This is an optimization exercise on Yosys and OpenROAD, whose aim is a short achievable clock period and few clock cycles per item, not a production implementation. The RTL of this run was laid out without a check of its function. Power is estimated from default activity; no workload was simulated.

File: flow/run.sh
#!/bin/bash
# Own layout flow: the standard ORFS flow (standard synthesis, same
# constraints and clock period), with timing repair asked to leave extra
# setup slack so that the layout is optimised below the clock period.
set -euo pipefail
MARGIN=$(cat flow/margin.txt)
bash standard.sh SETUP_SLACK_MARGIN=$MARGIN TNS_END_PERCENT=100 finish > standard_flow.log 2>&1
File: flow/margin.txt
12
File: standard.sh
#!/bin/bash
# synth_recipe.tcl (not shown) runs the flow's synth.tcl, then flattens the netlist and writes it again
# the make line also repeats each setting of config.mk as NAME=value (left out here)
make -C /OpenROAD-flow-scripts/flow DESIGN_CONFIG=/design/flow/config.mk WORK_HOME=/design/flow/orfs CLKGATE_MAP_FILE= SYNTH_SCRIPT=/design/flow/synth_recipe.tcl "${@:-finish}"
File: config.mk
export PLATFORM = sky130hd
export DESIGN_NAME = fxd
export DESIGN_NICKNAME = fxd
export VERILOG_FILES = /design/flow/design.v
export SDC_FILE = /design/flow/constraint.sdc
export NUM_CORES = 4
export LEC_CHECK = 0
export CAP_MARGIN = 20
export CORE_MARGIN = 2
export CORE_UTILIZATION = 40
export SLEW_MARGIN = 20
File: constraint.sdc
create_clock -name core_clock -period 17.0 [get_ports {clk}]
set_input_delay 3.4000 -clock core_clock [delete_from_list [all_inputs] [get_ports {clk}]]
set_output_delay 3.4000 -clock core_clock [all_outputs]
set_load 0.01 [all_outputs]
File: design.v
module fxd #(
    parameter W  = 32,           
    parameter K  = 6,            
    parameter EW = 8             
) (
    input  wire            clk,
    input  wire            rst,
    input  wire            cmd_valid,
    input  wire [W+6:0]    cmd_word,
    output wire            cmd_ready,
    output wire            busy,
    output wire            done,
    output wire [1:0]      result,
    output wire [7:0]      ocount,
    output wire [EW-1:0]   errcode,
    output wire [16+EW-1:0] status,
    output wire            out_valid,
    output wire [7:0]      out_byte,
    output wire [1:0]      out_seg,
    output wire            out_seg_last,
    output wire            out_end,
    input  wire            snk_ready,
    input  wire            snk_err,
    input  wire [EW-1:0]   snk_code
);
    localparam [1:0] R_NONE = 2'd0, R_OK = 2'd1, R_FBITS = 2'd2, R_SINK = 2'd3;
    localparam [2:0] P_S1   = 3'd0,
                     P_S2   = 3'd1,
                     P_INT  = 3'd2,
                     P_PT   = 3'd3,
                     P_FRAC = 3'd4,
                     P_END  = 3'd5;
    function [33:0] p10;
        input integer k;
        integer q;
        begin
            p10 = 34'd1;
            for (q = 0; q < k; q = q + 1) p10 = p10 * 10;
        end
    endfunction
    reg          busy_q;
    reg          rdy_q;
    reg          done_q;
    reg [1:0]    res_q;
    reg [7:0]    ocnt_q;
    reg [EW-1:0] ecode_q;
    reg          ov_q;
    reg [11:0]   ob_q;
    reg          sv_q;
    reg [11:0]   sb_q;
    reg [2:0]    ph_q;
    reg [W-1:0]  raw_q;
    reg [5:0]    fb_q;
    reg          neg_q;
    reg [W-1:0]  ipx_q;      
    reg          c_q;        
    reg [W-1:0]  fax_q;      
    reg [W-1:0]  fu_q;       
    reg [W-1:0]  fa_q;       
    reg [6:0]    fk_q;       
    reg [29:0]   rem_q;      
    reg [9:0]    k_q;        
    reg [29:0]   cj_q [1:9]; 
    reg [2:0]    fc_q;       
    assign cmd_ready    = rdy_q;
    assign busy         = busy_q;
    assign done         = done_q;
    assign result       = res_q;
    assign ocount       = ocnt_q;
    assign errcode      = ecode_q;
    assign status       = {ecode_q, ocnt_q, 4'b0000, res_q, done_q, busy_q};
    assign out_valid    = ov_q;
    assign out_byte     = ob_q[11:4];
    assign out_seg      = ob_q[3:2];
    assign out_seg_last = ob_q[1];
    assign out_end      = ob_q[0];
    wire cmd_legal = ~cmd_word[W+5] | (cmd_word[W+4:W] == 5'd0);
    wire cmd_neg   = cmd_word[W+6] & cmd_word[W-1];
    wire [W-1:0]   s1_x  = raw_q ^ {W{neg_q}};
    wire [2*W-1:0] s1_sh = {s1_x, {W{1'b0}}} >> fb_q;
    wire [2*W-1:0] s1_rs = {raw_q, {W{1'b0}}} >> fb_q;      
    wire [2*W-1:0] s1_u  = {{W-1{1'b0}}, neg_q, {W{1'b0}}} >> fb_q;
    reg  [6:0]     s1_fk;
    integer t;
    always @(*) begin
        for (t = 0; t < 7; t = t + 1)
            s1_fk[t] = ~((fb_q > 6'd28) && (t < 36 - fb_q));
    end
    reg [9:0]  s2_ge [0:9];          
    reg [29:0] s2_df [0:9][1:9];     
    reg [9:0]  s2_pos;               
    reg [3:0]  s2_dig;
    reg [29:0] s2_rem;
    reg [3:0]  dk;
    integer a, b;
    always @(*) begin
        for (a = 0; a < 10; a = a + 1) begin
            s2_ge[a][0] = 1'b1;
            for (b = 1; b < 10; b = b + 1) begin
                s2_ge[a][b] = ({2'b00, ipx_q} + c_q) >= b * p10(a);
                s2_df[a][b] = ipx_q + c_q - b * p10(a);
            end
        end
        for (a = 0; a < 10; a = a + 1)
            s2_pos[a] = s2_ge[a][1] && !(a < 9 && s2_ge[a+1][1]);
        s2_pos[0] = !s2_ge[1][1];
        s2_dig = 4'd0;
        s2_rem = 30'd0;
        for (a = 0; a < 10; a = a + 1) begin
            dk = 4'd0;
            for (b = 1; b < 10; b = b + 1)
                if (s2_ge[a][b]) dk = b;
            if (s2_pos[a]) s2_dig = s2_dig | dk;
            for (b = 1; b < 10; b = b + 1)
                if (s2_pos[a] && s2_ge[a][b] && !(b < 9 && s2_ge[a][b+1]))
                    s2_rem = s2_rem | s2_df[a][b];
        end
    end
    wire s2_one = s2_pos[0];             
    reg [29:0] s2_cj [1:9];
    integer e;
    always @(*) begin
        for (b = 1; b < 10; b = b + 1) begin
            s2_cj[b] = 30'd0;
            for (e = 1; e < 10; e = e + 1)
                if (s2_pos[e]) s2_cj[b] = s2_cj[b] | (b * p10(e - 1));
        end
    end
    reg [30:0] in_df [1:9];
    reg [9:0]  in_ge;
    reg [3:0]  in_dig;
    reg [29:0] in_rem;
    reg [29:0] in_cj [1:9];
    always @(*) begin
        in_ge[0] = 1'b1;
        for (b = 1; b < 10; b = b + 1) begin
            in_df[b] = {1'b0, rem_q} - {1'b0, cj_q[b]};
            in_ge[b] = ~in_df[b][30];
        end
        in_dig = 4'd0;
        in_rem = rem_q;
        for (b = 1; b < 10; b = b + 1)
            if (in_ge[b] && !(b < 9 && in_ge[b+1])) begin
                in_dig = in_dig | b;
                in_rem = in_df[b][29:0];
            end
        for (b = 1; b < 10; b = b + 1) begin
            in_cj[b] = 30'd0;
            for (e = 1; e < 10; e = e + 1)
                if (k_q[e]) in_cj[b] = in_cj[b] | (b * p10(e - 1));
        end
    end
    wire in_last = k_q[0];
    wire [W-1:0] fr_x    = {fa_q[W-1:7], fa_q[6:0] & fk_q};
    wire [W+3:0] fr_px   = {fr_x, 3'b000} + {2'b00, fr_x, 1'b0};
    wire [3:0]   fr_dig  = fr_px[W+3:W];
    wire [W-1:0] fr_next = {fa_q[W-4:0], 3'b000} + {fa_q[W-2:0], 1'b0};
    wire         fr_last = (fa_q[W-2:0] == 0) || (fc_q == K - 1);
    reg        pv;
    reg [11:0] pr;
    always @(*) begin
        pv = 1'b0;
        pr = 12'd0;
        case (ph_q)
            P_S2:   begin pv = 1'b1; pr = {4'h3, s2_dig, 2'd1, s2_one, 1'b0}; end
            P_INT:  begin pv = 1'b1; pr = {4'h3, in_dig, 2'd1, in_last, 1'b0}; end
            P_PT:   begin pv = 1'b1; pr = {8'h2E, 2'd2, 1'b1, 1'b0}; end
            P_FRAC: begin pv = 1'b1; pr = {4'h3, fr_dig, 2'd3, fr_last, fr_last}; end
            default: ;
        endcase
    end
    wire adv = ~sv_q;
    always @(posedge clk) begin
        if (rst)
            ph_q <= P_END;
        else if (rdy_q)
            ph_q <= P_S1;
        else if (adv) begin
            case (ph_q)
                P_S1:   ph_q <= P_S2;
                P_S2:   ph_q <= s2_one ? P_PT : P_INT;
                P_INT:  if (in_last) ph_q <= P_PT;
                P_PT:   ph_q <= P_FRAC;
                P_FRAC: if (fr_last) ph_q <= P_END;
                default: ;
            endcase
        end
    end
    integer g;
    always @(posedge clk) begin
        if (rdy_q) begin
            raw_q <= cmd_word[W-1:0];
            fb_q  <= cmd_word[W+5:W];
            neg_q <= cmd_neg;
        end
        if (!rdy_q && adv) begin
            case (ph_q)
                P_S1: begin
                    ipx_q <= s1_sh[2*W-1:W];
                    fax_q <= s1_sh[W-1:0];
                    fu_q  <= s1_u[W-1:0];
                    c_q   <= neg_q && (s1_rs[W-1:0] == {W{1'b0}});
                    fk_q  <= s1_fk;
                end
                P_S2: begin
                    fa_q  <= fax_q + fu_q;
                    rem_q <= s2_rem;
                    k_q   <= s2_pos >> 1;
                    for (g = 1; g < 10; g = g + 1) cj_q[g] <= s2_cj[g];
                end
                P_INT: begin
                    rem_q <= in_rem;
                    k_q   <= k_q >> 1;
                    for (g = 1; g < 10; g = g + 1) cj_q[g] <= in_cj[g];
                end
                P_PT:   fc_q <= 3'd0;
                P_FRAC: begin
                    fa_q <= fr_next;
                    fc_q <= fc_q + 3'd1;
                end
                default: ;
            endcase
        end
    end
    wire take = ov_q & snk_ready & ~snk_err;
    wire fail = ov_q & snk_err;
    always @(posedge clk) begin
        if (rst) begin
            busy_q  <= 1'b0;
            rdy_q   <= 1'b1;
            done_q  <= 1'b0;
            res_q   <= R_NONE;
            ocnt_q  <= 8'd0;
            ecode_q <= {EW{1'b0}};
            ov_q    <= 1'b0;
            sv_q    <= 1'b0;
        end else if (rdy_q) begin
            sv_q <= 1'b0;
            if (cmd_valid) begin
                ocnt_q  <= 8'd0;
                ecode_q <= {EW{1'b0}};
                if (cmd_legal) begin
                    busy_q <= 1'b1;
                    rdy_q  <= 1'b0;
                    done_q <= 1'b0;
                    res_q  <= R_NONE;
                    ov_q   <= cmd_neg;
                end else begin
                    done_q <= 1'b1;
                    res_q  <= R_FBITS;
                    ov_q   <= 1'b0;
                end
            end else begin
                done_q <= 1'b0;
                ov_q   <= 1'b0;
            end
        end else begin
            done_q <= 1'b0;
            if (fail) begin
                busy_q  <= 1'b0;
                rdy_q   <= 1'b1;
                done_q  <= 1'b1;
                res_q   <= R_SINK;
                ecode_q <= snk_code;
                ov_q    <= 1'b0;
                sv_q    <= 1'b0;
            end else begin
                if (take) ocnt_q <= ocnt_q + 8'd1;
                if (take && ob_q[0]) begin
                    busy_q <= 1'b0;
                    rdy_q  <= 1'b1;
                    done_q <= 1'b1;
                    res_q  <= R_OK;
                    ov_q   <= 1'b0;
                    sv_q   <= 1'b0;
                end else if (take || !ov_q) begin
                    if (sv_q) begin
                        ov_q <= 1'b1;
                        sv_q <= 1'b0;
                    end else begin
                        ov_q <= pv;
                    end
                end else if (!sv_q) begin
                    sv_q <= pv;
                end
            end
        end
    end
    always @(posedge clk) begin
        if (rdy_q)
            ob_q <= {8'h2D, 2'd0, 1'b1, 1'b0};
        else if (take || !ov_q)
            ob_q <= sv_q ? sb_q : pr;
        if (!rdy_q && !take && ov_q && !sv_q)
            sb_q <= pr;
    end
endmodule
==> notes.md <==
-- repair_timing --
action,in CTS
setup buffers,808
setup endpoints to repair,181
pin swaps,375
gates cloned,38
resized for setup,1820
-- stage by stage --
step | worst slack [ns] | area [um2] | util [%] | cells
floorplan | 10.81 | 63900 | - | 9177
global placement | 7.65 | 68800 | 44.1 | 11200
detailed placement | 7.80 | 68900 | 44.1 | 11200
CTS | 10.94 | 86700 | 55.6 | 12100
-- power by group through the flow --
stage / clock [mW] / combinational [mW] / sequential [mW]
after global placement: 0 / 0.823 / 0.932
after CTS: 0.936 / 0.950 / 0.912
after floorplan: 0 / 0.523 / 0.922
after detailed placement: 0 / 0.833 / 0.933
-- how the worst max path moves through the flow --
stage | startpoint | end | cells past startpoint
2_1_floorplan | c_q | rem_q[18] | 31
3_3_place_gp | c_q | ob_q[4] | 20
3_5_place_dp | ipx_q[2] | rem_q[20] | 22
4_1_cts | c_q | rem_q[23] | 27
-- logic make-up after synthesis --
family                   synth area share, %
adder cells (fa/ha/maj)                 6.53
XOR/XNOR                                4.83
AO/OA/AOI/OAI                           36.3
flip-flops                              14.8
buffers and inverters                   6.26
other                                0.00597
multiplexers                            2.31
AND/OR/NAND/NOR                         29.1
-- routing by layer --
layer	GRT usage (%)	overflow
met5	61.2	22
met1	87.1	208
met3	79.0	270
met4	86.7	769
met2	98.1	1070
==> flow_results.xml <==
<?xml version="1.0" encoding="UTF-8"?>
<metrics>
  <group name="outcome">
    <metric name="run_status" unit="">did not finish</metric>
    <metric name="stop_stage" unit="">5_1_grt</metric>
    <metric name="flow.first_error" unit="">[ERROR GRT-0116] Global routing finished with congestion. Check the congestion regions in the DRC Viewer.</metric>
  </group>
  <group name="cts">
    <metric name="clock_tree.root_cell" unit="">sky130_fd_sc_hd__clkbuf_16</metric>
    <metric name="post_cts_hold_buffer_count" unit="">0</metric>
    <metric name="cts-root-to-sink-buffers" unit="">3</metric>
    <metric name="cts_inserted_buffers" unit="">40</metric>
    <metric name="numClockSinks" unit="">320</metric>
    <metric name="ctsHtreeMaxLevel" unit="">2</metric>
  </group>
  <group name="logic_synthesis">
    <metric name="synth_cells" unit="">9172</metric>
    <metric name="syn-mean-instance-area" unit="um2">6.84</metric>
    <metric name="yosys_register_bits" unit="">320</metric>
    <metric name="synth.lib_cells_used.distinct" unit="">132</metric>
    <metric name="synth_top_cell_by_area" unit="">sky130_fd_sc_hd__edfxtp_1</metric>
    <metric name="yosysTopAreaCellShare" unit="%">13.6</metric>
    <metric name="synth_warnings" unit="">18</metric>
    <metric name="synthMostInstantiatedCell" unit="">sky130_fd_sc_hd__nand2_1</metric>
    <metric name="yosys-top-cells-area" unit="">sky130_fd_sc_hd__edfxtp_1 14%, sky130_fd_sc_hd__a21oi_1 6.9%, sky130_fd_sc_hd__ha_1 6.3%</metric>
    <metric name="synth_async_sr_flop_share" unit="%">0</metric>
    <metric name="synth-main-ff-cell" unit="">sky130_fd_sc_hd__edfxtp_1</metric>
    <metric name="share_of_synthesized_area_occupied_by_flip_flops_and_latches" unit="%">14.8</metric>
    <metric name="post_synthesis_instance_area" unit="mm2">0.0628</metric>
    <metric name="synth-edff-count" unit="">285</metric>
    <metric name="post_synth_most_frequent_cells" unit="">1011 x sky130_fd_sc_hd__nand2_1, 907 x sky130_fd_sc_hd__nor2_1, 864 x sky130_fd_sc_hd__a21oi_1</metric>
  </group>
  <group name="floorplan">
    <metric name="boundaryPins" unit="">110</metric>
    <metric name="die-width" unit="um">400</metric>
    <metric name="initial_utilization" unit="%">40.2</metric>
    <metric name="rows" unit="">145</metric>
    <metric name="die-height" unit="um">400</metric>
  </group>
  <group name="global_routing">
    <metric name="first_pass_grt_wire_length" unit="um">1020000</metric>
    <metric name="total_global_routing_track_utilization" unit="%">87.7</metric>
    <metric name="vias_in_the_first_global_route" unit="">110000</metric>
    <metric name="grt_start_max_net_pins" unit="">87</metric>
    <metric name="grt_remaining_overflow" unit="">2339</metric>
  </group>
  <group name="place">
    <metric name="place.detailed.hpwl" unit="um">439000</metric>
    <metric name="numPortBuffers" unit="">103</metric>
    <metric name="gp_congestion" unit="">1.34</metric>
  </group>
</metrics>
